What follows belongs to an exercise in optimizing a design on an open flow for small area, a short achievable clock period and few clock cycles per item; a production flow would make more cautious choices. Where RTL was checked, it was by simulation tests only, not by an equivalence proof against the original. Function not checked in runs 2 to 4: the RTL went through the layout flow alone. No activity file was given, so power comes from the tool's default toggle rates.

[run.sh]
#!/bin/bash
# synth_recipe.tcl (not shown) runs the flow's synth.tcl, then flattens the netlist and writes it again
# the make line also repeats each setting of config.mk as NAME=value (left out here)
make -C /OpenROAD-flow-scripts/flow DESIGN_CONFIG=/design/flow/config.mk WORK_HOME=/design/flow/orfs CLKGATE_MAP_FILE= SYNTH_SCRIPT=/design/flow/synth_recipe.tcl finish
[config.mk]
export PLATFORM = sky130hd
export DESIGN_NAME = sweep_decoder
export DESIGN_NICKNAME = sweep_decoder
export VERILOG_FILES = /design/flow/design.v
export SDC_FILE = /design/flow/constraint.sdc
export NUM_CORES = 4
export LEC_CHECK = 0
export CAP_MARGIN = 20
export CORE_MARGIN = 2
export CORE_UTILIZATION = 40
export SETUP_SLACK_MARGIN = 5
export SLEW_MARGIN = 20
[constraint.sdc]
create_clock -name core_clock -period 10.0 [get_ports {clk}]
set_input_delay 2.0000 -clock core_clock [delete_from_list [all_inputs] [get_ports {clk}]]
set_output_delay 2.0000 -clock core_clock [all_outputs]
set_load 0.01 [all_outputs]
[design.v]
module sd_classifier (
    input  wire        clk,
    input  wire        rst,
    input  wire        in_valid,
    input  wire [7:0]  in_data,
    output wire        in_ready,
    input  wire        hold,        
    input  wire        restart,     
    input  wire        fast,        
    output reg         sym_v,
    output reg  [1:0]  sym,
    output reg         sym_is1,     
    output reg         sym2_v,      
    output reg  [1:0]  sym2,
    output wire [7:0]  nsym,
    output wire        ovf,
    output wire        last_pop     
);
    localparam [1:0] S_ZERO = 2'd0, S_ONE = 2'd1, S_AMB = 2'd2;
    reg  [6:0] pcnt;            
    reg        pprev;           
    wire [7:0] pb  = {in_data[0], in_data[1], in_data[2], in_data[3],
                      in_data[4], in_data[5], in_data[6], in_data[7]};
    wire [8:0] pin = {pcnt == 7'd127,
                      (pb ^ {pb[6:0], pprev}) & {7'h7f, pcnt != 7'd0}};
    reg  [8:0] hd, nx;          
    reg        hv, nv, rdy;
    wire       push = in_valid && rdy;
    assign in_ready = rdy;
    integer j;
    reg  [4:0] base;            
    reg  [7:0] count;           
    reg        ovf_r;
    reg        c_ok;            
    reg  [3:0] pcr;             
    reg        pcv;
    wire [7:0] rem   = hd[7:0];
    reg  [7:0] a, b;
    integer k;
    always @(*) begin
        for (k = 0; k < 8; k = k + 1) begin
            a[k] = |(rem & ((8'd1 << k) - 8'd1));
            b[k] = 1'b0;
            for (j = 0; j < k; j = j + 1)
                b[k] = b[k] | (rem[j] & |(rem & ((8'd1 << j) - 8'd1)));
        end
    end
    wire [7:0] hot   = rem & ~a;            
    wire [7:0] rem2  = rem & a;
    wire [7:0] hot2  = rem & a & ~b;        
    wire [7:0] rem3  = rem & b;
    wire       any   = |rem;
    wire       more  = |rem2;
    wire       more2 = |rem3;
    reg  [7:0] cz, co, c1;
    reg  [5:0] lj;              
    always @(*) begin
        for (j = 0; j < 8; j = j + 1) begin
            lj    = {base[4], base} + j;
            cz[j] = !lj[5] && lj >= 6'd5;
            co[j] = lj[5] || lj <= 6'd3;
            c1[j] = lj == 6'd1;
        end
    end
    wire [1:0] s1  = |(hot & cz) ? S_ZERO : |(hot & co) ? S_ONE : S_AMB;
    wire       i1  = |(hot & c1);
    wire [7:0] nr  = (hot << 1) | (hot << 2) | (hot << 3);
    wire [7:0] n4  = hot << 4;
    wire [1:0] s2  = |(hot2 & nr) ? S_ONE : |(hot2 & n4) ? S_AMB : S_ZERO;
    wire [3:0] pc = rem[0] + rem[1] + rem[2] + rem[3] + rem[4] + rem[5] + rem[6] + rem[7];
    wire go          = hv && !hold;
    wire counting    = fast || count[7] || ovf_r;
    wire detail_step = go && !counting && any;
    wire two         = detail_step && more && c_ok;
    wire pop         = go && (counting || !more || (c_ok && !more2));
    assign last_pop  = pop && hd[8];
    wire [7:0] hl = two ? hot2 : hot;
    wire [2:0] jl = {|(hl & 8'hf0), |(hl & 8'hcc), |(hl & 8'haa)};
    wire [4:0] base_pop = (hl[3:0] != 4'd0) ? 5'd5 : hl[4] ? 5'd4 : hl[5] ? 5'd3 :
                          hl[6] ? 5'd2 : 5'd1;
    wire [5:0] base8    = {base[4], base} + 6'd8;
    wire [4:0] base_run = (!base8[5] && base8 >= 6'd5) ? 5'd5 : base8[4:0];
    wire [8:0] csum    = {1'b0, count} + {5'd0, pcr};
    wire [7:0] cnt1    = count + 8'd1;
    wire [7:0] cnt2    = count + 8'd2;
    wire [7:0] count_n = pcv ? csum[7:0] : !detail_step ? count : two ? cnt2 : cnt1;
    always @(posedge clk) begin
        if (push) begin
            nx    <= pin;
            pprev <= in_data[0];
        end
        if (pop)
            hd <= nv ? nx : pin;
        else if (detail_step)
            hd[7:0] <= two ? rem3 : rem2;
        else if (!hv)
            hd <= pin;
    end
    always @(posedge clk) begin
        if (rst) begin
            hv   <= 1'b0;
            nv   <= 1'b0;
            rdy  <= 1'b1;
            pcnt <= 7'd0;
        end else begin
            if (push)
                pcnt <= pcnt + 7'd1;
            if (pop) begin
                hv <= nv || push;
                nv <= nv && push;
            end else if (push) begin
                hv <= 1'b1;
                nv <= hv;
            end
            rdy <= !(hv && nv && !pop) && !(hv && !nv && push && !pop) && !(hv && nv && push);
        end
    end
    always @(posedge clk) begin
        sym     <= s1;
        sym_is1 <= i1;
        sym2    <= s2;
    end
    always @(posedge clk) begin
        sym_v  <= 1'b0;
        sym2_v <= 1'b0;
        pcv    <= 1'b0;
        if (rst || restart) begin
            base  <= 5'd0;
            count <= 8'd0;
            c_ok  <= 1'b0;
        end else begin
            count <= count_n;
            c_ok  <= (detail_step ? (two ? count < 8'd125 : count < 8'd126)
                                  : (count != 8'd0 && count < 8'd127));
            if (detail_step) begin
                sym_v   <= 1'b1;
                sym2_v  <= two;
            end else if (go && counting) begin
                pcr <= pc;
                pcv <= 1'b1;
            end
            if (pop) begin
                if (detail_step) base <= base_pop;
                else             base <= base_run;
            end else if (detail_step) begin
                base <= 5'd0 - {2'd0, jl};
            end
        end
    end
    always @(posedge clk) begin
        if (rst || restart) ovf_r <= 1'b0;
        else if (pcv && csum > 9'd128) ovf_r <= 1'b1;
    end
    assign ovf  = ovf_r;
    assign nsym = count[7:0];
endmodule
module sd_resolver (
    input  wire        clk,
    input  wire        rst,
    input  wire        restart,     
    input  wire        sym_v,
    input  wire [1:0]  sym,
    input  wire        sym_is1,
    input  wire        sym2_v,      
    input  wire [1:0]  sym2,
    input  wire        flush,       
    output wire        idle,        
    output reg         fast,        
    output reg  [63:0] chips,
    output reg         excl,
    output reg         skip0
);
    localparam [1:0] S_ZERO = 2'd0, S_ONE = 2'd1, S_AMB = 2'd2, S_NONE = 2'd3;
    function [1:0] fwd;
        input [1:0] cur, nxt, prv;
        input       last, first, kodd;
        begin
            fwd = cur;
            if (cur == S_AMB) begin
                if (last)
                    fwd = S_ZERO;
                else if (nxt == S_AMB || (!first && prv == S_AMB))
                    fwd = S_AMB;
                else if (kodd && nxt == S_ONE)
                    fwd = S_ONE;
                else if (!kodd && nxt == S_ZERO)
                    fwd = S_ZERO;
                else
                    fwd = S_AMB;
            end
        end
    endfunction
    reg       pend_v, pend_is0, len0_is1;
    reg [1:0] pend, prevf;
    reg       kfp;
    reg       fa_v, fb_v, fa_is0;
    reg [1:0] fa, fb;
    reg       kcp;
    reg [7:0] pn;           
    reg [7:0] tq;           
    reg       tv;
    wire       fwd_go   = pend_v && (sym_v || flush);
    wire       excl_now = pend_is0 ? (sym_v && len0_is1 && sym == S_AMB) : excl;
    wire [1:0] fva  = fwd(pend, sym, prevf, !sym_v, pend_is0, kfp);
    wire       kfa  = (fva == S_ONE && !(pend_is0 && excl_now)) ? !kfp : 1'b0;
    wire [1:0] fvb  = fwd(sym, sym2, fva, 1'b0, 1'b0, kfa);
    wire       kfb  = (fvb == S_ONE) ? !kfa : 1'b0;
    wire       do_b = fwd_go && sym2_v;
    always @(posedge clk) begin
        fa_v   <= 1'b0;
        fb_v   <= 1'b0;
        fa     <= (fwd_go && !rst && !restart) ? fva : S_NONE;
        fb     <= (fwd_go && sym2_v && !rst && !restart) ? fvb : S_NONE;
        fa_is0 <= pend_is0;
        if (rst || restart) begin
            pend_v <= 1'b0;
            excl   <= 1'b0;
            skip0  <= 1'b0;
            prevf  <= S_ZERO;
            kfp    <= 1'b0;
        end else begin
            if (fwd_go) begin
                fa_v   <= 1'b1;
                fb_v   <= sym2_v;
                prevf  <= do_b ? fvb : fva;
                kfp    <= do_b ? kfb : kfa;
                if (pend_is0) excl <= excl_now;
            end
            if (sym_v) begin
                pend     <= sym2_v ? sym2 : sym;
                pend_v   <= 1'b1;
                pend_is0 <= !pend_v;
                if (!pend_v) begin
                    len0_is1 <= sym_is1;
                    skip0    <= (sym != S_ZERO);
                end
            end else if (fwd_go) begin
                pend_v <= 1'b0;
            end
        end
    end
    wire [7:0] pq    = fa_is0 ? {7'd0, !skip0} : pn;     
    wire [1:0] cva   = (fa == S_AMB) ? (kcp ? S_ONE : S_ZERO) : fa;
    wire       onea  = cva == S_ONE;
    wire       keepa = onea && !(fa_is0 && excl);
    wire       kca   = keepa ? !kcp : 1'b0;
    wire [7:0] tgta  = keepa ? tq : pq;
    wire [1:0] cvb   = (fb == S_AMB) ? (kca ? S_ONE : S_ZERO) : fb;
    wire       oneb  = cvb == S_ONE;
    wire       kcb   = oneb ? !kca : 1'b0;
    wire [7:0] tgtb  = oneb ? tgta : pq + 8'd1;
    wire       c1    = tv && ((fa == S_ZERO && kcp) || (fb == S_ZERO && kca));
    wire [7:0] tgt_n = fb_v ? tgtb : tgta;
    integer k;
    always @(posedge clk) begin
        if (rst || restart) begin
            kcp   <= 1'b0;
            tv    <= 1'b0;
            tq    <= 8'd0;
            fast  <= 1'b0;
        end else if (fa_v) begin
            kcp <= fb_v ? kcb : kca;
            tq  <= tgt_n;
            tv  <= tv || !(fb_v ? oneb && keepa : keepa);
            pn  <= pq + (fb_v ? 8'd2 : 8'd1);
            if (tgt_n > 8'd64) fast <= 1'b1;
        end
    end
    always @(posedge clk) begin
        for (k = 0; k < 64; k = k + 1)
            if (rst || restart)
                chips[63-k] <= 1'b0;
            else if ((onea && pq == k + 1) || (oneb && pq == k) || (c1 && tq == k + 1))
                chips[63-k] <= 1'b1;
    end
    assign idle = fast || (!sym_v && !pend_v && !fa_v);
endmodule
module sd_matcher (
    input  wire        clk,
    input  wire        rst,
    input  wire [16:0] tap0,
    input  wire [16:0] tap1,
    input  wire [63:0] chips_in,
    input  wire        start,
    input  wire        zap,         
    output reg         busy,
    output reg  [63:0] chips,
    output reg         found,
    output reg         poly,
    output reg  [3:0]  offset,
    output reg  [5:0]  window,
    output wire [2:0]  thr,
    output reg  [5:0]  dist0,
    output reg  [5:0]  dist1
);
    reg        pass2;
    reg        run1;        
    reg [5:0]  tau;         
    reg        act;         
    reg [16:0] l0, l1, z0, z1;
    reg        s2v;         
    reg        g0, g1;      
    reg [7:0]  e0, e1;
    reg [2:0]  d0 [0:8];
    reg [2:0]  d1 [0:8];
    reg [2:0]  rq;          
    function [2:0] hq;      
        input [2:0] q;
        begin
            case (q)
                3'd0:    hq = 3'd4;
                3'd1:    hq = 3'd3;
                3'd2:    hq = 3'd2;
                default: hq = 3'd1;
            endcase
        end
    endfunction
    function [5:0] endq;    
        input [2:0] q;
        begin
            case (q)
                3'd0:    endq = 6'd47;
                3'd1:    endq = 6'd38;
                3'd2:    endq = 6'd29;
                3'd3:    endq = 6'd20;
                default: endq = 6'd11;
            endcase
        end
    endfunction
    assign thr = hq(rq);
    wire [3:0] so   = found ? offset : 4'd1;      
    wire [5:0] send = endq(rq);                   
    wire y0 = ^(l0 & tap0);
    wire y1 = ^(l1 & tap1);
    reg [8:0] x0, x1;
    integer o, m;
    always @(*) begin
        for (o = 0; o < 9; o = o + 1) begin
            x0[o] = g0;
            x1[o] = g1;
            for (m = 0; m < o; m = m + 1) begin
                x0[o] = x0[o] ^ (e0[m] & z0[m+1]);
                x1[o] = x1[o] ^ (e1[m] & z1[m+1]);
            end
        end
    end
    wire sx0 = x0[so];
    wire sx1 = x1[so];
    reg       chk;
    reg [2:0] grp;
    reg [2:0] grp_n;
    reg       chk_n;
    always @(*) begin
        chk_n = 1'b1;
        case (tau)
            6'd47:   grp_n = 3'd0;
            6'd38:   grp_n = 3'd1;
            6'd29:   grp_n = 3'd2;
            6'd20:   grp_n = 3'd3;
            6'd11:   grp_n = 3'd4;
            default: begin grp_n = 3'd4; chk_n = 1'b0; end
        endcase
    end
    wire [2:0] h = hq(grp);
    reg [8:0] mt;
    always @(*) begin
        for (o = 0; o < 9; o = o + 1)
            mt[o] = (d0[o] != d1[o]) &&
                    (((d0[o] < d1[o]) ? d0[o] : d1[o]) <= h) &&
                    (grp != 3'd4 || o < 2);
    end
    reg       hit, hp;
    reg [3:0] ho;
    always @(*) begin
        hit = 1'b0; ho = 4'd1; hp = 1'b0;
        for (o = 8; o >= 0; o = o - 1)
            if (mt[o]) begin
                hit = 1'b1; ho = o; hp = (d1[o] < d0[o]);
            end
    end
    reg  fin;               
    wire done2 = s2v && pass2 && tau == send;
    wire ld    = start || fin;
    always @(posedge clk) begin
        if (rst || zap) begin
            busy <= 1'b0;
            run1 <= 1'b0;
            s2v  <= 1'b0;
            chk  <= 1'b0;
            fin  <= 1'b0;
        end else if (start) begin
            busy  <= 1'b1;
            pass2 <= 1'b0;
            run1  <= 1'b1;
            s2v   <= 1'b0;
            chk   <= 1'b0;
            fin   <= 1'b0;
        end else begin
            chk <= !pass2 && s2v && chk_n;
            fin <= !pass2 && s2v && tau == 6'd47;
            if (fin) begin
                pass2 <= 1'b1;
                run1  <= 1'b1;
            end else if (run1 && tau == 6'd46) begin
                run1 <= 1'b0;
            end
            s2v <= run1;
            if (done2) begin
                busy <= 1'b0;
                run1 <= 1'b0;
                s2v  <= 1'b0;
            end
        end
    end
    always @(posedge clk) begin
        if (ld) begin
            tau <= 6'd0;
            act <= start ? chips_in[46] : chips[46];
            l0  <= start ? chips_in[63:47] : chips[63:47];
            l1  <= start ? chips_in[63:47] : chips[63:47];
            z0  <= 17'd1;
            z1  <= 17'd1;
        end else if (run1) begin
            tau <= tau + 6'd1;
            act <= chips[6'd45 - tau];
            l0  <= {l0[15:0], y0};
            l1  <= {l1[15:0], y1};
            z0  <= {z0[15:0], ^(z0 & tap0)};
            z1  <= {z1[15:0], ^(z1 & tap1)};
        end
        g0 <= y0 ^ act;
        g1 <= y1 ^ act;
    end
    always @(posedge clk) begin
        grp <= grp_n;
        if (start) begin
            for (o = 0; o < 9; o = o + 1) begin
                d0[o] <= 3'd0;
                d1[o] <= 3'd0;
            end
        end else if (s2v) begin
            for (o = 0; o < 9; o = o + 1) begin
                if (tau > o) begin
                    if (d0[o] != 3'd7) d0[o] <= d0[o] + {2'd0, x0[o]};
                    if (d1[o] != 3'd7) d1[o] <= d1[o] + {2'd0, x1[o]};
                end
                if (o < 8 && tau == o + 1) begin
                    e0[o] <= x0[o];
                    e1[o] <= x1[o];
                end
            end
        end
        if (zap || fin) begin
            dist0 <= 6'd0;
            dist1 <= 6'd0;
        end else if (s2v && pass2 && tau > {2'd0, so}) begin
            dist0 <= dist0 + {5'd0, sx0};
            dist1 <= dist1 + {5'd0, sx1};
        end
    end
    always @(posedge clk) begin
        if (zap || (chk && !hit && grp == 3'd4)) begin
            found  <= 1'b0;
            poly   <= 1'b0;
            offset <= 4'd2;
            rq     <= 3'd4;
        end else if (chk && hit) begin
            found  <= 1'b1;
            poly   <= hp;
            offset <= ho;
            rq     <= grp;
        end
        if (zap)        window <= 6'd9;
        else if (pass2) window <= found ? send - {2'd0, offset} : 6'd9;
        if (zap)        chips <= 64'd0;
        else if (start) chips <= chips_in;
    end
endmodule
module sweep_decoder (
    input  wire        clk,
    input  wire        rst,
    input  wire [16:0] tap0,
    input  wire [16:0] tap1,
    input  wire        in_valid,
    output wire        in_ready,
    input  wire [7:0]  in_data,
    output wire        out_valid,
    input  wire        out_ready,
    output wire [63:0] out_chips,
    output reg  [7:0]  out_nsym,
    output reg         out_ovf,
    output reg         out_excl,
    output reg         out_skip0,
    output wire        out_found,
    output wire        out_poly,
    output wire [3:0]  out_offset,
    output wire [5:0]  out_window,
    output wire [2:0]  out_thr,
    output wire [5:0]  out_dist0,
    output wire [5:0]  out_dist1
);
    reg  held;                  
    reg  ovalid;
    wire mat_busy;
    wire res_idle;
    wire last_pop;
    wire fast, ovf;
    reg  mcur;                  
    reg  rel;                   
    wire mfree   = !mat_busy && !ovalid && !rel;
    reg  handoff;
    always @(posedge clk)
        handoff <= !rst && !handoff && held && res_idle && !ovalid && !rel && (mcur || mfree);
    wire early   = fast && !mcur && mfree && !held;
    wire mstart  = early || (handoff && !mcur && !ovf);
    wire mzap    = handoff && ovf;
    always @(posedge clk) begin
        if (rst || handoff) held <= 1'b0;
        else if (last_pop)  held <= 1'b1;
    end
    always @(posedge clk) begin
        if (rst) begin
            mcur <= 1'b0;
            rel  <= 1'b0;
        end else begin
            if (handoff)    mcur <= 1'b0;
            else if (early) mcur <= 1'b1;
            if (handoff)    rel <= 1'b1;
            else if (rel && !mat_busy) rel <= 1'b0;
        end
    end
    wire       sym_v, sym_is1, sym2_v;
    wire [1:0] sym, sym2;
    wire [7:0] nsym;
    sd_classifier u_cls (
        .clk      (clk),
        .rst      (rst),
        .in_valid (in_valid),
        .in_data  (in_data),
        .in_ready (in_ready),
        .hold     (held),
        .restart  (handoff),
        .fast     (fast),
        .sym_v    (sym_v),
        .sym      (sym),
        .sym_is1  (sym_is1),
        .sym2_v   (sym2_v),
        .sym2     (sym2),
        .nsym     (nsym),
        .ovf      (ovf),
        .last_pop (last_pop)
    );
    wire [63:0] chips;
    wire        excl, skip0;
    sd_resolver u_res (
        .clk     (clk),
        .rst     (rst),
        .restart (handoff),
        .sym_v   (sym_v),
        .sym     (sym),
        .sym_is1 (sym_is1),
        .sym2_v  (sym2_v),
        .sym2    (sym2),
        .flush   (held),
        .idle    (res_idle),
        .fast    (fast),
        .chips   (chips),
        .excl    (excl),
        .skip0   (skip0)
    );
    sd_matcher u_mat (
        .clk      (clk),
        .rst      (rst),
        .tap0     (tap0),
        .tap1     (tap1),
        .chips_in (chips),
        .start    (mstart),
        .zap      (mzap),
        .busy     (mat_busy),
        .chips    (out_chips),
        .found    (out_found),
        .poly     (out_poly),
        .offset   (out_offset),
        .window   (out_window),
        .thr      (out_thr),
        .dist0    (out_dist0),
        .dist1    (out_dist1)
    );
    always @(posedge clk) begin
        if (handoff) begin
            out_nsym  <= ovf ? 8'd0 : nsym;
            out_ovf   <= ovf;
            out_excl  <= excl && !ovf;
            out_skip0 <= skip0 && !ovf;
        end
    end
    always @(posedge clk) begin
        if (rst)                      ovalid <= 1'b0;
        else if (rel && !mat_busy)    ovalid <= 1'b1;
        else if (ovalid && out_ready) ovalid <= 1'b0;
    end
    assign out_valid = ovalid;
endmodule
==> flow_summary.toml, run 1 <==
[synth]
synthXorXnorAreaFrac = 0.0578
adder_cell_fraction_of_synth_area = 0.0872
syn-num-nets = 2978
synthesized_flop_and_latch_total = 418
post_synth_inst_count = 2770
ys_dominant_reg_cell = "sky130_fd_sc_hd__dfxtp_1"
number_of_enable_flip_flop_cells_after_synthesis = 98
async_flop_share = 0
postSynthAreaPerCell_sq_um = 8.68
yosys_warnings = 10
multiplexer_share_of_the_synthesized_area = 0.0533
compound_cell_area_share_of_the_yosys_netlist = 0.175
synth_top_family_by_area = "simple AND/OR/NAND/NOR gates"
synth-seq-area-share = 0.389
synth.cell_area_sq_um = 24100
yosysUniqueCellTypes = 95
post_synth_and_or_nand_nor_area_fraction = 0.194

[setup_path]
r2r_setup_slk_ns = 5.87
reg2reg_to = "u_cls.hd[5]$_DFFE_PP_"
sort_of_element_at_the_end_of_the_critical_path = "flop"
critical_path_class = "flop to flop"
ff2ff_path_depth = 9
required_time_of_the_worst_setup_path_ns = 10.32
worstSetupStartpointType = "flop"
timing.rr.start = "u_cls.hd[0]$_DFFE_PP_"
data_arrival_at_the_endpoint_of_the_critical_path_ns = 4.45
worst-path-max-fanout = 13

[die]
placeable_core_region_sq_um = 59200
design.portCount = 150
die_area_sq_um = 62100
die-height_um = 249
floorplan.initialDensity = 0.406
std_cell_rows = 89
chipWidth_um = 249

[timing]
timing.final.hold_violations = 0
total_negative_slack_ns = 0
fmax_mhz = 242
post-route-period-util = 0.413
grt_setup_unrepaired = "false"
timing.final.max_slew_violations = 0
final_worst_hold_slack_ns = 0.408
finalClockSkew_ns = 0.0257
worst_pin_slew_ns = 1.01
finalSetupViolCount = 0
slew-limit-headroom = 0.322
min_cycle_time_layout_ns = 4.13

[clocking]
ctsResizeCount = 0
cts.sinks = 418
number_of_buffers_added_to_fix_hold_violations_after_cts = 0
cts_max_path_buffers = 3
cts_inserted_buffers = 48
clk-insertion-delay-late_ns = 0.60
clock_tree_from_tritoncts = "built"
clkTransAtPathRegs_ns = 0.06
cts_post_setup_buffers_inserted = 0
h_tree_levels = 2
ctsRootBufferMaster = "sky130_fd_sc_hd__clkbuf_16"

[finish]
area_of_the_multi_input_gates_sq_um = 13700
nFillCells = 5637
final_net_count = 3047
syn_to_final_growth_pct = 15.5
layout-drive-gt1-share = 0.0667
diodes = 0
seq_area_sq_um = 9350
post-route-cell-area_sq_um = 27800
post-route-util = 0.469

[grt]
grt-ovfl-total = 0
antenna_found_initial = 0
grt_pass1_wl_mm = 113
grt.total_usage = 0.226
grt_start_max_net_pins = 86
first_global_vias = 19900

[pwr]
cellInternalPower_mw = 3.43
ir_drop_mv = 0.113
power.share.clock = 0.367
pwr_density_cell_nw_per_um2 = 180
share_comb_of_total_power = 0.235
cellLeakagePower_nw = 10.2
p_seq_frac = 0.398
report.power.total_mw = 5.00
netSwitchingPower_mw = 1.57
p_sw_frac = 0.314

[detailed_routing]
detail_route.wl_per_cell_um = 19.8
number_of_optimization_iterations_in_the_first_detailed_route_pass = 6
postRouteWirelength_mm = 72.2
remaining_drc_errors = 0
antenna_left = 0
avgViaCountPerCell = 5.70
route.vias.total = 20800
drt_iter0_markers = 1958

[placement]
placedInstanceArea_sq_um = 26100
portBuffers = 149
place.gp.congestion = 0.910
post-dp-hpwl_mm = 53.0

[worst_hold_path]
worstHoldStart = "u_cls.sym_is1$_DFF_P_"
worst_hold_path.endpoint = "u_res.len0_is1$_DFFE_PP_"
worst_hold_path.num_cells = 0
hp-class = "flop to flop"

[job]
maxCapViolCount = 0

[status]
status = "complete, no violations"
==> routing by layer <==
| layer | GRT usage | part of all wire |
|---|---|---|
| met5 | 0 | 0 |
| met4 | 0.0554 | 0.020 |
| met3 | 0.0327 | 0.060 |
| met2 | 0.365 | 0.46 |
| met1 | 0.317 | 0.46 |
==> placed cells by master, fill, tap and decap left out, types with 28 or more instances in the layout <==
cell type                         count
sky130_fd_sc_hd__nor2_1             253
sky130_fd_sc_hd__mux2i_1             65
sky130_fd_sc_hd__a21oi_1            301
sky130_fd_sc_hd__clkdlybuf4s50_1    149
sky130_fd_sc_hd__a221oi_1            68
sky130_fd_sc_hd__nor2b_1             44
sky130_fd_sc_hd__inv_1              112
sky130_fd_sc_hd__edfxtp_1            98
sky130_fd_sc_hd__ha_1               154
sky130_fd_sc_hd__xnor2_1             86
sky130_fd_sc_hd__nand2_1            417
sky130_fd_sc_hd__nand2b_1            65
sky130_fd_sc_hd__o21ai_0             78
sky130_fd_sc_hd__clkbuf_16           51
sky130_fd_sc_hd__a22oi_1             28
sky130_fd_sc_hd__nand3_1             46
sky130_fd_sc_hd__dfxtp_1            319
sky130_fd_sc_hd__xor2_1              58
==> power groups by stage <==
stage / Combinational (mW) / Sequential [mW] / Clock (mW)
floorplan: 0.867 / 1.94 / 0
CTS: 1.17 / 1.99 / 1.87
global route: 1.31 / 2.01 / 1.94
detailed placement: 1.16 / 2.02 / 0
finish: 1.17 / 1.99 / 1.83
global placement: 1.13 / 2.02 / 0
==> state kept, by name (all words and copies together) (netlist names), 7 cells and up <==
register / flops
u_mat.z1: 17
u_cls.nx: 9
out_nsym: 8
u_mat.e1: 8
u_cls.pcnt: 7
u_cls.count: 8
u_mat.l1: 17
u_cls.hd: 9
u_mat.e0: 8
u_mat.z0: 17
u_res.tq: 8
u_mat.chips: 64
u_res.pn: 8
u_res.chips: 64
u_mat.l0: 17
u_mat.d0: 27
u_mat.d1: 27
==> cell type report <==
type	count	area share
multi-input combinational	2083	0.493
sequential	418	0.337
timing repair buffer	172	0.0599
clock buffer	74	0.0530
tap	773	0.0348
inverter	116	0.0157
clock inverter	14	0.00671
==> cells by family (layout without fill, tap and decap cells) <==
family,Yosys count,in the layout
AND/OR/NAND/NOR,1010,1010
buffers and inverters,269,376
AO/OA/AOI/OAI,659,659
multiplexers,100,100
XOR/XNOR,151,151
flip-flops,418,418
adder cells (fa/ha/maj),163,163
==> through the flow <==
| stage | cells | setup slack (ns) |
|---|---|---|
| final | 3650 | 5.87 |
| after global routing | 3650 | 5.56 |
| after CTS | 3649 | 5.86 |
| after detailed placement | 3561 | 5.41 |
| after global placement | 3561 | 5.48 |
| after floorplan | 2770 | 6.21 |
==> worst max-delay path by stage <==
stage                           startpoint                       to  slack (ns)  depth (start not counted)
2_1_floorplan                          rst    u_res.pn[0]$_DFFE_PP_        6.21                          6
5_1_grt        u_mat.d1[2][1]$_SDFFE_PN0P_  u_mat.poly$_SDFFE_PP0P_        5.56                         15
4_1_cts           u_mat.rq[2]$_SDFFE_PP1P_               out_thr[2]        5.86                          2
6_report             u_cls.hd[0]$_DFFE_PP_    u_cls.hd[5]$_DFFE_PP_        5.87                          9
3_3_place_gp                           rst    u_res.pn[4]$_DFFE_PP_        5.48                          5
3_5_place_dp                           rst    u_res.pn[0]$_DFFE_PP_        5.41                          5
==> worst max-delay path, stage by stage (launching register included) <==
cell and delay, ns:
sky130_fd_sc_hd__edfxtp_1 0.57, sky130_fd_sc_hd__inv_1 0.24, sky130_fd_sc_hd__ha_1 0.44, sky130_fd_sc_hd__and2b_1 0.34
sky130_fd_sc_hd__a211oi_1 0.14, sky130_fd_sc_hd__nor4_1 0.50, sky130_fd_sc_hd__o22ai_1 0.25, sky130_fd_sc_hd__o21ai_2 0.46
sky130_fd_sc_hd__nand2_1 0.44, sky130_fd_sc_hd__a311o_1 0.47
==> Yosys cell counts, types with 16 or more instances <==
master,count,area (sq um)
sky130_fd_sc_hd__nand2_1,417,1570
sky130_fd_sc_hd__a221oi_1,68,596
sky130_fd_sc_hd__and3_1,22,138
sky130_fd_sc_hd__nand4_1,19,119
sky130_fd_sc_hd__edfxtp_1,98,2940
sky130_fd_sc_hd__nand2b_1,65,407
sky130_fd_sc_hd__mux4_2,21,473
sky130_fd_sc_hd__nor3_1,25,125
sky130_fd_sc_hd__a22oi_1,28,210
sky130_fd_sc_hd__nand3_1,46,230
sky130_fd_sc_hd__nor2b_1,44,275
sky130_fd_sc_hd__a211oi_1,21,158
sky130_fd_sc_hd__nor2_1,256,961
sky130_fd_sc_hd__inv_1,112,420
sky130_fd_sc_hd__mux2i_1,65,651
sky130_fd_sc_hd__xor2_1,58,508
sky130_fd_sc_hd__a21oi_1,301,1510
sky130_fd_sc_hd__ha_1,154,1930
sky130_fd_sc_hd__xnor2_1,86,753
sky130_fd_sc_hd__and2_1,28,175
sky130_fd_sc_hd__o211ai_1,16,120
sky130_fd_sc_hd__clkbuf_1,125,469
sky130_fd_sc_hd__dfxtp_1,320,6410
sky130_fd_sc_hd__o21ai_0,78,390
Testbench counts, summed over its fixed seeds: cycles 13,543, items 96.
==> run 2: changes to the inputs <==
--- a/design.v
+++ b/design.v
@@ -1,6 +1,7 @@
 module sd_classifier (
     input  wire        clk,
-    input  wire        rst,
+    input  wire        rst,         
+    input  wire        rst_in,      
     input  wire        in_valid,
     input  wire [7:0]  in_data,
     output wire        in_ready,
@@ -97,12 +98,15 @@
             hd <= pin;
     end
     always @(posedge clk) begin
+        if (rst_in) begin
+            rdy  <= 1'b0;
+        end
         if (rst) begin
             hv   <= 1'b0;
             nv   <= 1'b0;
-            rdy  <= 1'b1;
+            if (!rst_in) rdy <= 1'b1;
             pcnt <= 7'd0;
-        end else begin
+        end else if (!rst_in) begin
             if (push)
                 pcnt <= pcnt + 7'd1;
             if (pop) begin
@@ -499,6 +503,8 @@
     output wire [5:0]  out_dist0,
     output wire [5:0]  out_dist1
 );
+    reg  rs;
+    always @(posedge clk) rs <= rst;
     reg  held;                  
     reg  ovalid;
     wire mat_busy;
@@ -510,16 +516,16 @@
     wire mfree   = !mat_busy && !ovalid && !rel;
     reg  handoff;
     always @(posedge clk)
-        handoff <= !rst && !handoff && held && res_idle && !ovalid && !rel && (mcur || mfree);
+        handoff <= !rs && !handoff && held && res_idle && !ovalid && !rel && (mcur || mfree);
     wire early   = fast && !mcur && mfree && !held;
     wire mstart  = early || (handoff && !mcur && !ovf);
     wire mzap    = handoff && ovf;
     always @(posedge clk) begin
-        if (rst || handoff) held <= 1'b0;
+        if (rs || handoff) held <= 1'b0;
         else if (last_pop)  held <= 1'b1;
     end
     always @(posedge clk) begin
-        if (rst) begin
+        if (rs) begin
             mcur <= 1'b0;
             rel  <= 1'b0;
         end else begin
@@ -534,7 +540,8 @@
     wire [7:0] nsym;
     sd_classifier u_cls (
         .clk      (clk),
-        .rst      (rst),
+        .rst      (rs),
+        .rst_in   (rst),
         .in_valid (in_valid),
         .in_data  (in_data),
         .in_ready (in_ready),
@@ -554,7 +561,7 @@
     wire        excl, skip0;
     sd_resolver u_res (
         .clk     (clk),
-        .rst     (rst),
+        .rst     (rs),
         .restart (handoff),
         .sym_v   (sym_v),
         .sym     (sym),
@@ -570,7 +577,7 @@
     );
     sd_matcher u_mat (
         .clk      (clk),
-        .rst      (rst),
+        .rst      (rs),
         .tap0     (tap0),
         .tap1     (tap1),
         .chips_in (chips),
@@ -595,7 +602,7 @@
         end
     end
     always @(posedge clk) begin
-        if (rst)                      ovalid <= 1'b0;
+        if (rst || rs)                ovalid <= 1'b0;
         else if (rel && !mat_busy)    ovalid <= 1'b1;
         else if (ovalid && out_ready) ovalid <= 1'b0;
     end
--- a/config.mk
+++ b/config.mk
@@ -7,6 +7,6 @@
 export LEC_CHECK = 0
 export CAP_MARGIN = 20
 export CORE_MARGIN = 2
-export CORE_UTILIZATION = 40
+export CORE_UTILIZATION = 60
 export SETUP_SLACK_MARGIN = 5
 export SLEW_MARGIN = 20
==> run 2 against run 1 <==
Effect of this change:
- register-to-register slack worse by 0.07 ns
- total power is 3.1% higher
- worst setup slack worse by 0.072 ns
- die area is 33% lower
- combinational power is 14% higher
- critical path type unchanged
- critical endpoint is now u_mat.offset[1]$_SDFFE_PP1P_
- highest routed layer unchanged
==> flow_summary.toml, run 2 <==
[synth]
syn-num-nets = 2963
yosys_warnings = 10
post-synth-top-count-cell = "sky130_fd_sc_hd__nand2_1"
synth-seq-area-share = 0.390
async_flop_share = 0
synth_top_cell_by_area = "sky130_fd_sc_hd__dfxtp_1"
number_of_enable_flip_flop_cells_after_synthesis = 98
postSynthAreaPerCell_sq_um = 8.73
yosysUniqueCellTypes = 92
synth.cell_area_sq_um = 24000
synth.top_cells.by_count = "sky130_fd_sc_hd__nand2_1, sky130_fd_sc_hd__dfxtp_1, sky130_fd_sc_hd__a21oi_1"
synth.area.top_cells = "sky130_fd_sc_hd__dfxtp_1, sky130_fd_sc_hd__edfxtp_1, sky130_fd_sc_hd__ha_1"
synthesized_flop_and_latch_total = 419
ys_dominant_reg_cell = "sky130_fd_sc_hd__dfxtp_1"
synth_top_area_frac = 0.268
post_synth_inst_count = 2753

[placement]
portBuffers = 149
placedInstanceArea_sq_um = 25700
place.gp.congestion = 0.932
placement.setup.worst_slack_ns = 5.85
post-dp-hpwl_mm = 48.6

[timing]
grt_setup_unrepaired = "false"
finalClockSkew_ns = 0.0206
setup_slack_ns = 5.80
finalSetupViolCount = 0
post-route-period-util = 0.420
final_worst_hold_slack_ns = 0.412
timing.final.max_slew_violations = 0
total_negative_slack_ns = 0
worst_pin_slew_ns = 1.09
slew-limit-headroom = 0.271
timing.final.hold_violations = 0
fmax_mhz = 238
min_cycle_time_layout_ns = 4.20

[clocking]
ctsRootBufferMaster = "sky130_fd_sc_hd__clkbuf_16"
cts.sinks = 419
cts_post_setup_buffers_inserted = 0
ctsResizeCount = 0
cts_inserted_buffers = 45
clk-insertion-delay-late_ns = 0.58
clock_tree_from_tritoncts = "built"
h_tree_levels = 2
number_of_buffers_added_to_fix_hold_violations_after_cts = 0
cts_max_path_buffers = 3
clkTransAtPathRegs_ns = 0.06

[finish]
area_of_the_multi_input_gates_sq_um = 13600
syn_to_final_growth_pct = 13.6
commonest_cells_after_routing_fill_and_taps_aside = "sky130_fd_sc_hd__nand2_1, sky130_fd_sc_hd__dfxtp_1, sky130_fd_sc_hd__a21oi_1"
layout-drive-gt1-share = 0.0608
layout_commonest_cell = "sky130_fd_sc_hd__nand2_1"
post-route-cell-area_sq_um = 27300
nFillCells = 3169
final_net_count = 3019
largest_registers = "u_mat.chips (64), u_res.chips (64)"
seq_area_sq_um = 9370

[die]
die-height_um = 204
std_cell_rows = 73
placeable_core_region_sq_um = 39600
floorplan.initialDensity = 0.606
die_area_sq_um = 41700
design.portCount = 150
chipWidth_um = 204

[pwr]
pwr_density_cell_nw_per_um2 = 189
ir_drop_mv = 0.203
cellLeakagePower_nw = 10.2

[setup_path]
worst-path-max-fanout = 11
data_arrival_at_the_endpoint_of_the_critical_path_ns = 4.68
worstSetupStartpointType = "flop"
worst_path_max_delay_cell = "sky130_fd_sc_hd__a31oi_1"
required_time_of_the_worst_setup_path_ns = 10.48
max_stage_delay_ns = 0.74
critical_path_class = "flop to flop"
crit_path_cell_trace = "inv_1, ha_1, nor2b_1, o21ai_0, nand2b_1, mux2_2, ha_1, nor2b_1, o21ai_0, a32oi_1, a311oi_1, nor3_1, a31oi_1, o311ai_0, o211ai_1"
sort_of_element_at_the_end_of_the_critical_path = "flop"

[job]
maxCapViolCount = 0

[grt]
grt-ovfl-total = 0
first_global_vias = 19900
grt_start_max_net_pins = 99
grt.total_usage = 0.320
antenna_found_initial = 0
grt_pass1_wl_mm = 107

[detailed_routing]
route.vias.total = 20900
detail_route.wl_per_cell_um = 20.0
remaining_drc_errors = 0
antenna_left = 0
number_of_optimization_iterations_in_the_first_detailed_route_pass = 6
drt_iter0_markers = 2184
postRouteWirelength_mm = 67.3
avgViaCountPerCell = 6.20

[worst_hold_path]
hp-class = "flop to flop"

[status]
status = "complete, no violations"
-- run 2: metrics by stage --
step / std cells / util / power, mW
floorplan: 2753 / - / 3.01
global placement: 3287 / 0.649 / 3.38
detailed placement: 3287 / 0.649 / 3.43
CTS: 3370 / 0.688 / 5.17
global route: 3370 / 0.688 / 5.40
finish: 3371 / 0.688 / 5.16
-- run 2: logic make-up after synthesis --
logic type | share of synthesized area
adders and majority gates | 0.0896
and+or+nand+nor | 0.187
AOI/OAI and AO/OA | 0.174
muxes | 0.0564
xor gates and xnor gates | 0.0586
buffers and inverters | 0.0443
DFF | 0.390
-- run 2: cell type report --
class,instances,area share
Tap cell,525,0.0241
Antenna cell,1,0.0000917
Timing Repair Buffer,171,0.0607
Sequential cell,419,0.344
Clock inverter,16,0.00523
Multi-Input combinational cell,2064,0.500
Inverter,108,0.0149
Clock buffer,67,0.0516
-- run 2: path summary, 6_finish.rpt --
check | end | cells after the start | start | slack, ns
worst max register to register | u_mat.offset[1]$_SDFFE_PP1P_ | 15 | u_mat.d1[2][1]$_SDFFE_PN0P_ | 5.80
worst min-delay path | u_res.len0_is1$_DFFE_PP_ | 0 | u_cls.sym_is1$_DFF_P_ | 0.41
worst max-delay path | u_mat.offset[1]$_SDFFE_PP1P_ | 15 | u_mat.d1[2][1]$_SDFFE_PN0P_ | 5.80
worst min register to register | u_res.len0_is1$_DFFE_PP_ | 0 | u_cls.sym_is1$_DFF_P_ | 0.41
-- run 2: where the power goes --
group / internal [mW] / switching, mW / leakage [nW]
logic: 0.594 / 0.741 / 5.88
clock network: 1.03 / 0.712 / 0.764
registers: 1.88 / 0.205 / 3.53
total: 3.50 / 1.66 / 10.2
-- run 2: critical path: cells and delay by family (launching register included) --
| kind | cells | cell delay [ns] |
|---|---|---|
| compound gates | 7 | 2.08 |
| buf+inv | 1 | 0.08 |
| mux | 1 | 0.31 |
| simple gates | 4 | 0.66 |
| fa+ha+maj | 2 | 0.60 |
| flops | 1 | 0.38 |
-- run 2: metal layers --
metal | vias up | wire length (um) | track usage
met3 | 133 | 5060 | 0.0445
met4 | 0 | 2080 | 0.110
met2 | 852 | 30700 | 0.508
met1 | 9990 | 29500 | 0.448
met5 | - | 0 | 0
li1 | 9913 | - | -
==> run 3: changes to the inputs <==
--- a/design.v
+++ b/design.v
@@ -350,6 +350,7 @@
     end
     wire sx0 = x0[so];
     wire sx1 = x1[so];
+    reg  sb0, sb1;
     reg       chk;
     reg [2:0] grp;
     reg [2:0] grp_n;
@@ -373,17 +374,28 @@
                     (((d0[o] < d1[o]) ? d0[o] : d1[o]) <= h) &&
                     (grp != 3'd4 || o < 2);
     end
+    reg [8:0] mtr, hpr;
+    reg       chk2;
+    reg [2:0] grp2;
+    always @(posedge clk) begin
+        for (o = 0; o < 9; o = o + 1) begin
+            mtr[o] <= mt[o];
+            hpr[o] <= (d1[o] < d0[o]);
+        end
+        grp2 <= grp;
+    end
     reg       hit, hp;
     reg [3:0] ho;
     always @(*) begin
         hit = 1'b0; ho = 4'd1; hp = 1'b0;
         for (o = 8; o >= 0; o = o - 1)
-            if (mt[o]) begin
-                hit = 1'b1; ho = o; hp = (d1[o] < d0[o]);
+            if (mtr[o]) begin
+                hit = 1'b1; ho = o; hp = hpr[o];
             end
     end
-    reg  fin;               
+    reg  fin, fin0;         
     wire done2 = s2v && pass2 && tau == send;
+    reg  done3;             
     wire ld    = start || fin;
     always @(posedge clk) begin
         if (rst || zap) begin
@@ -391,17 +403,27 @@
             run1 <= 1'b0;
             s2v  <= 1'b0;
             chk  <= 1'b0;
+            chk2 <= 1'b0;
+            fin0 <= 1'b0;
             fin  <= 1'b0;
+            done3 <= 1'b0;
         end else if (start) begin
             busy  <= 1'b1;
             pass2 <= 1'b0;
             run1  <= 1'b1;
             s2v   <= 1'b0;
             chk   <= 1'b0;
+            chk2  <= 1'b0;
+            fin0  <= 1'b0;
             fin   <= 1'b0;
+            done3 <= 1'b0;
         end else begin
-            chk <= !pass2 && s2v && chk_n;
-            fin <= !pass2 && s2v && tau == 6'd47;
+            chk  <= !pass2 && s2v && chk_n;
+            chk2 <= chk;
+            fin0 <= !pass2 && s2v && tau == 6'd47;
+            fin  <= fin0;
+            done3 <= done2;
+            if (done3) busy <= 1'b0;
             if (fin) begin
                 pass2 <= 1'b1;
                 run1  <= 1'b1;
@@ -410,7 +432,6 @@
             end
             s2v <= run1;
             if (done2) begin
-                busy <= 1'b0;
                 run1 <= 1'b0;
                 s2v  <= 1'b0;
             end
@@ -454,25 +475,27 @@
                 end
             end
         end
+        sb0 <= !zap && s2v && pass2 && tau > {2'd0, so} && sx0;
+        sb1 <= !zap && s2v && pass2 && tau > {2'd0, so} && sx1;
         if (zap || fin) begin
             dist0 <= 6'd0;
             dist1 <= 6'd0;
-        end else if (s2v && pass2 && tau > {2'd0, so}) begin
-            dist0 <= dist0 + {5'd0, sx0};
-            dist1 <= dist1 + {5'd0, sx1};
+        end else begin
+            dist0 <= dist0 + {5'd0, sb0};
+            dist1 <= dist1 + {5'd0, sb1};
         end
     end
     always @(posedge clk) begin
-        if (zap || (chk && !hit && grp == 3'd4)) begin
+        if (zap || (chk2 && !hit && grp2 == 3'd4)) begin
             found  <= 1'b0;
             poly   <= 1'b0;
             offset <= 4'd2;
             rq     <= 3'd4;
-        end else if (chk && hit) begin
+        end else if (chk2 && hit) begin
             found  <= 1'b1;
             poly   <= hp;
             offset <= ho;
-            rq     <= grp;
+            rq     <= grp2;
         end
         if (zap)        window <= 6'd9;
         else if (pass2) window <= found ? send - {2'd0, offset} : 6'd9;
==> run 3 against run 2 <==
Effect of this change:
- largest power group unchanged
- still clean on timing, DRC and antenna
- non-clock buffer count stayed put
- clock power hardly changed
- sequential share of layout area is 1.2 points higher
==> flow_summary.toml, run 3 <==
[setup_path]
data_arrival_at_the_endpoint_of_the_critical_path_ns = 2.02
critical_path_class = "flop to primary output"
required_time_of_the_worst_setup_path_ns = 8.00
worst-path-max-fanout = 10
sort_of_element_at_the_end_of_the_critical_path = "primary output"
worstSetupStartpointType = "flop"

[synth]
yosys_warnings = 10
post-synth-top-count-cell = "sky130_fd_sc_hd__nand2_1"
async_flop_share = 0
number_of_enable_flip_flop_cells_after_synthesis = 98
ys_dominant_reg_cell = "sky130_fd_sc_hd__dfxtp_1"
postSynthAreaPerCell_sq_um = 8.66
synth-seq-area-share = 0.403
synthesized_flop_and_latch_total = 445
synth.area.top_cells = "sky130_fd_sc_hd__dfxtp_1, sky130_fd_sc_hd__edfxtp_1, sky130_fd_sc_hd__ha_1"
synth_top_cell_by_area = "sky130_fd_sc_hd__dfxtp_1"
synth_top_area_frac = 0.283
post_synth_inst_count = 2830
yosysUniqueCellTypes = 90
synth.cell_area_sq_um = 24500
syn-num-nets = 3037
synth.top_cells.by_count = "sky130_fd_sc_hd__nand2_1, sky130_fd_sc_hd__dfxtp_1, sky130_fd_sc_hd__a21oi_1"

[detailed_routing]
antenna_left = 0
avgViaCountPerCell = 6.17
postRouteWirelength_mm = 67.3
drt_iter0_markers = 2059
number_of_optimization_iterations_in_the_first_detailed_route_pass = 6
detail_route.wl_per_cell_um = 19.5
remaining_drc_errors = 0
route.vias.total = 21300

[timing]
min_cycle_time_layout_ns = 4.02
timing.final.hold_violations = 0
worst_pin_slew_ns = 1.10
grt_setup_unrepaired = "false"
slew-limit-headroom = 0.262
total_negative_slack_ns = 0
post-route-period-util = 0.402
finalClockSkew_ns = 0.0251
finalSetupViolCount = 0
timing.final.max_slew_violations = 0
fmax_mhz = 249

[pwr]
cellLeakagePower_nw = 10.6
pwr_density_cell_nw_per_um2 = 176
ir_drop_mv = 0.133

[die]
die-height_um = 206
die_area_sq_um = 42500
chipWidth_um = 206
placeable_core_region_sq_um = 40600
floorplan.initialDensity = 0.604
std_cell_rows = 74
design.portCount = 150

[finish]
largest_registers = "u_mat.chips (64), u_res.chips (64)"
layout_commonest_cell = "sky130_fd_sc_hd__nand2_1"
commonest_cells_after_routing_fill_and_taps_aside = "sky130_fd_sc_hd__nand2_1, sky130_fd_sc_hd__dfxtp_1, sky130_fd_sc_hd__a21oi_1"
diodes = 0
final_net_count = 3095
syn_to_final_growth_pct = 13.5
post-route-util = 0.686
layout-drive-gt1-share = 0.0554
post-route-cell-area_sq_um = 27800
layoutNonFillerInstCount = 3458

[clocking]
h_tree_levels = 2
ctsResizeCount = 0
number_of_buffers_added_to_fix_hold_violations_after_cts = 0
clkTransAtPathRegs_ns = 0.06
cts_max_path_buffers = 3
cts.sinks = 445
clk-insertion-delay-late_ns = 0.59
cts_inserted_buffers = 48
clock_tree_from_tritoncts = "built"
ctsRootBufferMaster = "sky130_fd_sc_hd__clkbuf_16"
cts_post_setup_buffers_inserted = 0

[placement]
post-dp-hpwl_mm = 48.2
dpl.cell_count = 3370
placedInstanceArea_sq_um = 26300
portBuffers = 149
place.gp.congestion = 0.917

[worst_hold_path]
hp-class = "flop to flop"

[grt]
grt_start_max_net_pins = 99
grt_pass1_wl_mm = 106
antenna_found_initial = 1
grt-ovfl-total = 0
first_global_vias = 20100
grt.total_usage = 0.313

[status]
status = "complete, no violations"

[job]
maxCapViolCount = 0
[run 3: changes by cell type after synthesis, moves of 10 or more]
cell	previous run	this run
sky130_fd_sc_hd__a21oi_1	297	327
sky130_fd_sc_hd__mux2i_1	69	55
sky130_fd_sc_hd__inv_1	106	120
sky130_fd_sc_hd__nand2_1	406	448
sky130_fd_sc_hd__mux2_2	15	4
sky130_fd_sc_hd__a22oi_1	24	34
sky130_fd_sc_hd__o21ai_0	73	85
sky130_fd_sc_hd__nor2_1	257	234
sky130_fd_sc_hd__a31oi_1	21	36
sky130_fd_sc_hd__dfxtp_1	321	347
[run 3: logic make-up after synthesis]
group,share of synthesized area
and+or+nand+nor,0.187
AOI/OAI and AO/OA,0.179
DFF,0.403
buffers and inverters,0.0452
adders and majority gates,0.0850
xor gates and xnor gates,0.0561
muxes,0.0445
[run 3: metal layers]
metal	track usage	wire length, um
met1	0.419	29000
met2	0.520	31800
met3	0.0473	4680
met4	0.100	1780
met5	0	13
[run 3: layout make-up]
cell class | count | area (sq um)
fillers | 3318 | 12700
clock inverters | 10 | 60.1
repair buffers | 171 | 1660
multi-input cells | 2099 | 13600
well taps | 532 | 666
flip-flops and latches | 445 | 9890
clock buffers | 78 | 1490
inverters | 123 | 462
[run 3: stage by stage]
step / setup slack (ns) / hold WS (ns) / power, mW
finish: 5.98 / 0.383 / 4.89
floorplan: 6.40 / 0.358 / 2.84
CTS: 5.97 / 0.381 / 4.91
global placement: 5.83 / 0.371 / 3.14
global route: 5.77 / 0.402 / 5.10
detailed placement: 5.77 / 0.374 / 3.18
[run 3: final timing paths]
path | startpoint | end | slack [ns] | depth (start not counted)
worst max-delay path | u_mat.rq[2]$_SDFFE_PP1P_ | out_thr[2] | 5.98 | 3
worst min-delay path | u_mat.grp[2]$_DFF_P_ | u_mat.grp2[2]$_DFF_P_ | 0.38 | 0
worst max register to register | u_cls.hd[0]$_DFFE_PP_ | u_cls.base[1]$_SDFFE_PP0P_ | 6.06 | 12
worst min register to register | u_mat.grp[2]$_DFF_P_ | u_mat.grp2[2]$_DFF_P_ | 0.38 | 0
[run 3: worst max-delay path: stages (launching register included)]
cell	delay [ns]
sky130_fd_sc_hd__dfxtp_1	0.45
sky130_fd_sc_hd__or2_2	0.37
sky130_fd_sc_hd__nor2_1	0.09
sky130_fd_sc_hd__clkdlybuf4s50_1	0.54
[run 3: power breakdown]
group	switching [mW]	leakage (nW)	internal, mW	total, mW
Combinational	0.579	6.12	0.452	1.03
Clock	0.730	0.759	1.01	1.74
Sequential	0.158	3.73	1.96	2.12
==> run 4: changes to the inputs <==
--- a/design.v
+++ b/design.v
@@ -29,7 +29,9 @@
     wire       push = in_valid && rdy;
     assign in_ready = rdy;
     integer j;
-    reg  [4:0] base;            
+    reg        mid;             
+    reg  [2:0] pos;
+    reg  [2:0] base;            
     reg  [7:0] count;           
     reg        ovf_r;
     reg        c_ok;            
@@ -54,13 +56,13 @@
     wire       more  = |rem2;
     wire       more2 = |rem3;
     reg  [7:0] cz, co, c1;
-    reg  [5:0] lj;              
+    reg  [3:0] lj;              
     always @(*) begin
         for (j = 0; j < 8; j = j + 1) begin
-            lj    = {base[4], base} + j;
-            cz[j] = !lj[5] && lj >= 6'd5;
-            co[j] = lj[5] || lj <= 6'd3;
-            c1[j] = lj == 6'd1;
+            lj    = mid ? j - pos : base + j;
+            cz[j] = lj >= 4'd5;
+            co[j] = lj <= 4'd3;
+            c1[j] = lj == 4'd1;
         end
     end
     wire [1:0] s1  = |(hot & cz) ? S_ZERO : |(hot & co) ? S_ONE : S_AMB;
@@ -77,10 +79,8 @@
     assign last_pop  = pop && hd[8];
     wire [7:0] hl = two ? hot2 : hot;
     wire [2:0] jl = {|(hl & 8'hf0), |(hl & 8'hcc), |(hl & 8'haa)};
-    wire [4:0] base_pop = (hl[3:0] != 4'd0) ? 5'd5 : hl[4] ? 5'd4 : hl[5] ? 5'd3 :
-                          hl[6] ? 5'd2 : 5'd1;
-    wire [5:0] base8    = {base[4], base} + 6'd8;
-    wire [4:0] base_run = (!base8[5] && base8 >= 6'd5) ? 5'd5 : base8[4:0];
+    wire [2:0] base_pop = (hl[3:0] != 4'd0) ? 3'd5 : hl[4] ? 3'd4 : hl[5] ? 3'd3 :
+                          hl[6] ? 3'd2 : 3'd1;
     wire [8:0] csum    = {1'b0, count} + {5'd0, pcr};
     wire [7:0] cnt1    = count + 8'd1;
     wire [7:0] cnt2    = count + 8'd2;
@@ -129,7 +129,8 @@
         sym2_v <= 1'b0;
         pcv    <= 1'b0;
         if (rst || restart) begin
-            base  <= 5'd0;
+            base  <= 3'd0;
+            mid   <= 1'b0;
             count <= 8'd0;
             c_ok  <= 1'b0;
         end else begin
@@ -144,10 +145,11 @@
                 pcv <= 1'b1;
             end
             if (pop) begin
-                if (detail_step) base <= base_pop;
-                else             base <= base_run;
+                mid <= 1'b0;
+                base <= detail_step ? base_pop : 3'd5;
             end else if (detail_step) begin
-                base <= 5'd0 - {2'd0, jl};
+                mid <= 1'b1;
+                pos <= jl;
             end
         end
     end
==> run 4 against run 3 <==
Effect of this change:
- register-to-register slack worse by 0.03 ns
- area after synthesis about the same
- final cell count down 0.20%
- first-iteration DRC count down 3.7%
- critical path type unchanged
- worst setup slack worse by 0.25 ns
- still clean on timing, DRC and antenna
- total power down 4.9%
- sequential share of layout area up 0.34 points
- largest power group unchanged
- global-route usage down 0.13 points
- combinational power down 22%
==> flow_summary.toml, run 4 <==
[grt]
grt-ovfl-total = 0
grt.total_usage = 0.311
grt_pass1_wl_mm = 105
first_global_vias = 19700
antenna_found_initial = 2
grt_start_max_net_pins = 84

[clocking]
cts_inserted_buffers = 49
ctsRootBufferMaster = "sky130_fd_sc_hd__clkbuf_16"
clk-insertion-delay-late_ns = 0.59
number_of_buffers_added_to_fix_hold_violations_after_cts = 0
h_tree_levels = 2
clkTransAtPathRegs_ns = 0.06
ctsResizeCount = 0
cts_max_path_buffers = 3
cts.sinks = 448
cts_post_setup_buffers_inserted = 0
clock_tree_from_tritoncts = "built"

[synth]
number_of_enable_flip_flop_cells_after_synthesis = 101
synth_top_cell_by_area = "sky130_fd_sc_hd__dfxtp_1"
synth.top_cells.by_count = "sky130_fd_sc_hd__nand2_1, sky130_fd_sc_hd__dfxtp_1, sky130_fd_sc_hd__a21oi_1"
synth_top_area_frac = 0.283
post-synth-top-count-cell = "sky130_fd_sc_hd__nand2_1"
synthesized_flop_and_latch_total = 448
yosysUniqueCellTypes = 92
yosys_warnings = 10
synth.area.top_cells = "sky130_fd_sc_hd__dfxtp_1, sky130_fd_sc_hd__edfxtp_1, sky130_fd_sc_hd__ha_1"
syn-num-nets = 3024
post_synth_inst_count = 2819
async_flop_share = 0
synth-seq-area-share = 0.407
ys_dominant_reg_cell = "sky130_fd_sc_hd__dfxtp_1"
postSynthAreaPerCell_sq_um = 8.70
synth.cell_area_sq_um = 24500

[placement]
placedInstanceArea_sq_um = 26300
portBuffers = 149
placement.setup.worst_slack_ns = 6.09
place.gp.congestion = 0.940
post-dp-hpwl_mm = 48.4

[worst_hold_path]
worst_hold_path.endpoint = "u_mat.grp2[2]$_DFF_P_"
hp-class = "flop to flop"
worstHoldStart = "u_mat.grp[2]$_DFF_P_"
worst_hold_path.num_cells = 0

[pwr]
p_sw_frac = 0.286
p_seq_frac = 0.448
pwr_density_cell_nw_per_um2 = 167
ir_drop_mv = 0.131
report.power.total_mw = 4.65
power.share.clock = 0.379
cellInternalPower_mw = 3.32
share_comb_of_total_power = 0.173
netSwitchingPower_mw = 1.33
cellLeakagePower_nw = 10.6

[setup_path]
worstSetupStartpointType = "flop"
timing.rr.start = "u_cls.hd[0]$_DFFE_PP_"
ff2ff_path_depth = 9
data_arrival_at_the_endpoint_of_the_critical_path_ns = 2.27
required_time_of_the_worst_setup_path_ns = 8.00
reg2reg_to = "u_cls.hd[1]$_DFFE_PP_"
critical_path_class = "flop to primary output"
r2r_setup_slk_ns = 6.03
sort_of_element_at_the_end_of_the_critical_path = "primary output"
worst-path-max-fanout = 10

[die]
die_area_sq_um = 42500
placeable_core_region_sq_um = 40600
design.portCount = 150
chipWidth_um = 206
die-height_um = 206
std_cell_rows = 74
floorplan.initialDensity = 0.605

[finish]
largest_registers = "u_mat.chips (64), u_res.chips (64)"
final_net_count = 3086
commonest_cells_after_routing_fill_and_taps_aside = "sky130_fd_sc_hd__nand2_1, sky130_fd_sc_hd__dfxtp_1, sky130_fd_sc_hd__a21oi_1"
nFillCells = 3304
layout-drive-gt1-share = 0.0586
post-route-cell-area_sq_um = 27800
diodes = 0
syn_to_final_growth_pct = 13.3
layout_commonest_cell = "sky130_fd_sc_hd__nand2_1"

[timing]
setup_slack_ns = 5.73
min_cycle_time_layout_ns = 4.27
final_worst_hold_slack_ns = 0.385
finalSetupViolCount = 0
finalClockSkew_ns = 0.0181
grt_setup_unrepaired = "false"
fmax_mhz = 234
post-route-period-util = 0.427
total_negative_slack_ns = 0
worst_pin_slew_ns = 1.11
slew-limit-headroom = 0.260
timing.final.hold_violations = 0
timing.final.max_slew_violations = 0

[detailed_routing]
maxUsedRoutingLayer = "met5"
avgViaCountPerCell = 6.10
drt_iter0_markers = 1983
detail_route.wl_per_cell_um = 19.4
met2RoutedLength_mm = 30.2
remaining_drc_errors = 0
number_of_optimization_iterations_in_the_first_detailed_route_pass = 6
postRouteWirelength_mm = 67.0
route.vias.total = 21000
antenna_left = 0
routedLengthMet1_mm = 29.6
dr_wl_met3_mm = 4.71

[status]
status = "complete, no violations"

[job]
maxCapViolCount = 0
-- run 4: cell families after synthesis --
logic type / after synthesis / synth area share
AO/OA/AOI/OAI: 693 / 0.176
XOR/XNOR: 149 / 0.0566
adder cells (fa/ha/maj): 161 / 0.0844
buffers and inverters: 284 / 0.0457
flip-flops: 448 / 0.407
multiplexers: 88 / 0.0464
AND/OR/NAND/NOR: 996 / 0.184
-- run 4: critical path, cell delays in order, from the launching register on --
cell,delay [ns]
sky130_fd_sc_hd__dfxtp_1,0.45
sky130_fd_sc_hd__or2_2,0.38
sky130_fd_sc_hd__nor2_1,0.27
sky130_fd_sc_hd__clkdlybuf4s50_1,0.60
-- run 4: per-layer routing --
metal | up-vias | GRT usage
met5 | - | 0
met4 | 2 | 0.124
met3 | 143 | 0.0467
met2 | 774 | 0.493
met1 | 10100 | 0.428
li1 | 10100 | -
-- run 4: metrics by stage --
stage	std cells	util
final	3451	0.686
after global routing	3451	0.686
after CTS	3451	0.686
after detailed placement	3362	0.647
after global placement	3362	0.647
after floorplan	2819	-
-- run 4: cell type report --
class / count / area [sq um] / share of cell area
clock inverter: 26 / 231 / 0.00832
sequential: 448 / 9980 / 0.359
inverter: 122 / 458 / 0.0165
timing repair buffer: 173 / 1670 / 0.0601
tap: 532 / 666 / 0.0239
multi-input combinational: 2087 / 13500 / 0.485
clock buffer: 63 / 1320 / 0.0475
-- run 4: how the worst max path moves through the flow --
stage	from	to	slack (ns)	cells past startpoint
6_report	u_mat.rq[2]$_SDFFE_PP1P_	out_thr[2]	5.73	3
5_1_grt	u_cls.hd[0]$_DFFE_PP_	u_cls.hd[1]$_DFFE_PP_	5.65	9
4_1_cts	u_mat.rq[2]$_SDFFE_PP1P_	out_thr[2]	5.76	3
3_5_place_dp	u_cls.hd[0]$_DFFE_PP_	u_cls.hd[1]$_DFFE_PP_	6.09	9
3_3_place_gp	tap0[11]	u_mat.l0[0]$_DFFE_PP_	6.16	9
2_1_floorplan	tap0[8]	u_mat.l0[0]$_DFFE_PP_	6.82	8
-- run 4: power groups by stage --
stage          combinational, mW  clock (mW)  sequential [mW]
2_1_floorplan              0.585           0             2.05
3_3_place_gp               0.773           0             2.12
3_5_place_dp               0.796           0             2.12
4_1_cts                    0.801        1.79             2.08
5_1_grt                    0.879        1.86             2.10
6_report                   0.805        1.76             2.08
==> run 5: changes to the inputs <==
--- a/design.v
+++ b/design.v
@@ -295,7 +295,7 @@
     output reg         poly,
     output reg  [3:0]  offset,
     output reg  [5:0]  window,
-    output wire [2:0]  thr,
+    output reg  [2:0]  thr,
     output reg  [5:0]  dist0,
     output reg  [5:0]  dist1
 );
@@ -333,7 +333,6 @@
             endcase
         end
     endfunction
-    assign thr = hq(rq);
     wire [3:0] so   = found ? offset : 4'd1;      
     wire [5:0] send = endq(rq);                   
     wire y0 = ^(l0 & tap0);
@@ -493,11 +492,13 @@
             poly   <= 1'b0;
             offset <= 4'd2;
             rq     <= 3'd4;
+            thr    <= 3'd1;
         end else if (chk2 && hit) begin
             found  <= 1'b1;
             poly   <= hp;
             offset <= ho;
             rq     <= grp2;
+            thr    <= hq(grp2);
         end
         if (zap)        window <= 6'd9;
         else if (pass2) window <= found ? send - {2'd0, offset} : 6'd9;
==> run 5 against run 4 <==
Effect of this change:
- sequential share of layout area is 0.22 points lower
- first-iteration DRC count fell by 7.0%
- critical path depth up 8
- maximum frequency is 0.94% higher
- total power is 4.5% lower
- cell area up 1.2%
- sequential power fell by 4%
- clock skew up 0.0049 ns
- still clean
- via count increased by 2.0%
- register-to-register slack lost 0.26 ns
- clock power grew 5%
==> flow_summary.toml, run 5 <==
[status]
status = "complete, no violations"

[synth]
ys_dominant_reg_cell = "sky130_fd_sc_hd__dfxtp_1"
synth_top_cell_by_area = "sky130_fd_sc_hd__dfxtp_1"
async_flop_share = 0
postSynthAreaPerCell_sq_um = 8.66
yosysUniqueCellTypes = 86
synth.cell_area_sq_um = 24800
yosys_warnings = 10
synth.top_cells.by_count = "sky130_fd_sc_hd__nand2_1, sky130_fd_sc_hd__dfxtp_1, sky130_fd_sc_hd__a21oi_1"
syn-num-nets = 3065
post_synth_inst_count = 2860
post-synth-top-count-cell = "sky130_fd_sc_hd__nand2_1"
number_of_enable_flip_flop_cells_after_synthesis = 101
synth.area.top_cells = "sky130_fd_sc_hd__dfxtp_1, sky130_fd_sc_hd__edfxtp_1, sky130_fd_sc_hd__ha_1"
synth_top_area_frac = 0.283
synthesized_flop_and_latch_total = 451
synth-seq-area-share = 0.405

[finish]
final_net_count = 3122
post-route-cell-area_sq_um = 28100
diodes = 0
largest_registers = "u_mat.chips (64), u_res.chips (64)"
commonest_cells_after_routing_fill_and_taps_aside = "sky130_fd_sc_hd__nand2_1, sky130_fd_sc_hd__dfxtp_1, sky130_fd_sc_hd__a21oi_1"
layout_commonest_cell = "sky130_fd_sc_hd__nand2_1"
syn_to_final_growth_pct = 13.6
layout-drive-gt1-share = 0.0545

[setup_path]
required_time_of_the_worst_setup_path_ns = 10.33
r2r_setup_slk_ns = 5.77
sort_of_element_at_the_end_of_the_critical_path = "flop"
worstSetupStartpointType = "flop"
worst-path-max-fanout = 15
data_arrival_at_the_endpoint_of_the_critical_path_ns = 4.56
critical_path_class = "flop to flop"

[placement]
place.gp.congestion = 0.923
post-dp-hpwl_mm = 48.9
placedInstanceArea_sq_um = 26500
portBuffers = 149

[timing]
total_negative_slack_ns = 0
worst_pin_slew_ns = 1.15
timing.final.max_slew_violations = 0
min_cycle_time_layout_ns = 4.23
timing.final.hold_violations = 0
finalClockSkew_ns = 0.0230
slew-limit-headroom = 0.230
post-route-period-util = 0.423
grt_setup_unrepaired = "false"
fmax_mhz = 237
finalSetupViolCount = 0

[pwr]
ir_drop_mv = 0.192
report.power.total_mw = 4.44
pwr_density_cell_nw_per_um2 = 158
cellLeakagePower_nw = 10.6

[clocking]
ctsRootBufferMaster = "sky130_fd_sc_hd__clkbuf_16"
cts.sinks = 451
number_of_buffers_added_to_fix_hold_violations_after_cts = 0
cts_max_path_buffers = 3
clk-insertion-delay-late_ns = 0.61
cts_post_setup_buffers_inserted = 0
cts_inserted_buffers = 48
clkTransAtPathRegs_ns = 0.06
clock_tree_from_tritoncts = "built"
ctsResizeCount = 0
h_tree_levels = 2

[die]
die-height_um = 207
design.portCount = 150
placeable_core_region_sq_um = 40800
chipWidth_um = 207
floorplan.initialDensity = 0.607
die_area_sq_um = 42900
std_cell_rows = 74

[detailed_routing]
drt_iter0_markers = 1845
antenna_left = 0
number_of_optimization_iterations_in_the_first_detailed_route_pass = 6
detail_route.wl_per_cell_um = 19.6
postRouteWirelength_mm = 68.4
avgViaCountPerCell = 6.15
route.vias.total = 21500
remaining_drc_errors = 0

[grt]
grt_start_max_net_pins = 89
grt-ovfl-total = 0
antenna_found_initial = 0
first_global_vias = 20600
grt.total_usage = 0.312
grt_pass1_wl_mm = 110

[worst_hold_path]
hp-class = "flop to flop"

[job]
maxCapViolCount = 0
[run 5: cells by family after synthesis]
family,synth area share
adder cells (fa/ha/maj),0.0835
AND/OR/NAND/NOR,0.186
buffers and inverters,0.0450
multiplexers,0.0457
XOR/XNOR,0.0561
AO/OA/AOI/OAI,0.179
flip-flops,0.405
[run 5: final cells by class]
class	instances	area (sq um)
tap	532	666
inverter	124	465
clock inverter	15	218
fill	3318	12700
sequential	451	10000
clock buffer	73	1430
timing repair buffer	170	1650
multi-input combinational	2122	13700
[run 5: per-stage QoR]
step	hold slack, ns	setup slack (ns)	util	cells
CTS	0.385	5.82	0.689	3487
floorplan	0.356	6.35	-	2860
global placement	0.372	5.76	0.649	3399
global route	0.408	5.62	0.689	3487
detailed placement	0.376	5.70	0.649	3399
finish	0.388	5.77	0.689	3487
[run 5: worst paths after layout]
check / from / end / cells after the start
setup / recovery: u_cls.hd[0]$_DFFE_PP_ / u_cls.hd[5]$_DFFE_PP_ / 11
hold / removal: u_mat.grp[2]$_DFF_P_ / u_mat.grp2[2]$_DFF_P_ / 0
setup reg to reg: u_cls.hd[0]$_DFFE_PP_ / u_cls.hd[5]$_DFFE_PP_ / 11
hold reg to reg: u_mat.grp[2]$_DFF_P_ / u_mat.grp2[2]$_DFF_P_ / 0
[run 5: where the power goes]
group	internal [mW]	switching (mW)	total (mW)	leakage, nW
sequential	1.92	0.0802	2.00	3.76
combinational	0.255	0.341	0.596	6.01
clock	1.09	0.751	1.84	0.808
[run 5: metal layers]
metal | routed length (um) | GRT usage | up-vias | share of wire
met5 | 0 | 0 | - | 0
met4 | 2130 | 0.104 | 0 | 0.031
met3 | 4850 | 0.0532 | 135 | 0.071
met2 | 31800 | 0.510 | 799 | 0.47
met1 | 29600 | 0.421 | 10300 | 0.43
li1 | - | - | 10200 | -
[run 5: worst max-delay path: stages (launching register included)]
cell and delay (ns):
sky130_fd_sc_hd__edfxtp_1 0.51, sky130_fd_sc_hd__inv_1 0.15, sky130_fd_sc_hd__ha_1 0.52, sky130_fd_sc_hd__nor2b_1 0.87
sky130_fd_sc_hd__o221ai_1 0.25, sky130_fd_sc_hd__nand3_1 0.18, sky130_fd_sc_hd__a2bb2oi_1 0.11, sky130_fd_sc_hd__a311oi_4 0.26
sky130_fd_sc_hd__buf_4 0.26, sky130_fd_sc_hd__and2_1 0.38, sky130_fd_sc_hd__nor2b_2 0.13, sky130_fd_sc_hd__a221o_1 0.32
Testbench counts of run 5, summed over its fixed seeds: cycles 13,553, items 96.

[port drivers added, routing unchanged]
No port has a modelled driver above. Below, the same layouts with a new extraction and two added sets of constraints. Step 1 sets driving cells, clkbuf_16 on the clock port and buf_2 on the other inputs (assumed; they add their load-dependent delay and slew). Step 2, shift: input delay + t, output delay - t, t = (earliest + latest rising clock arrival at the registers) / 2. This alone moves slack from input paths to output paths. Three values: ideal ports, drivers, drivers and shift; two values: the first two.
run	t (ns)	setup slack, ns
run 1	0.649	5.874 / 5.874 / 5.408
run 2	0.633	5.802 / 5.802 / 5.802
run 3	0.638	5.979 / 5.919 / 5.774
run 4	0.640	5.734 / 5.674 / 6.025
run 5	0.653	5.773 / 5.773 / 5.697
After both steps every run listed still meets setup and hold.
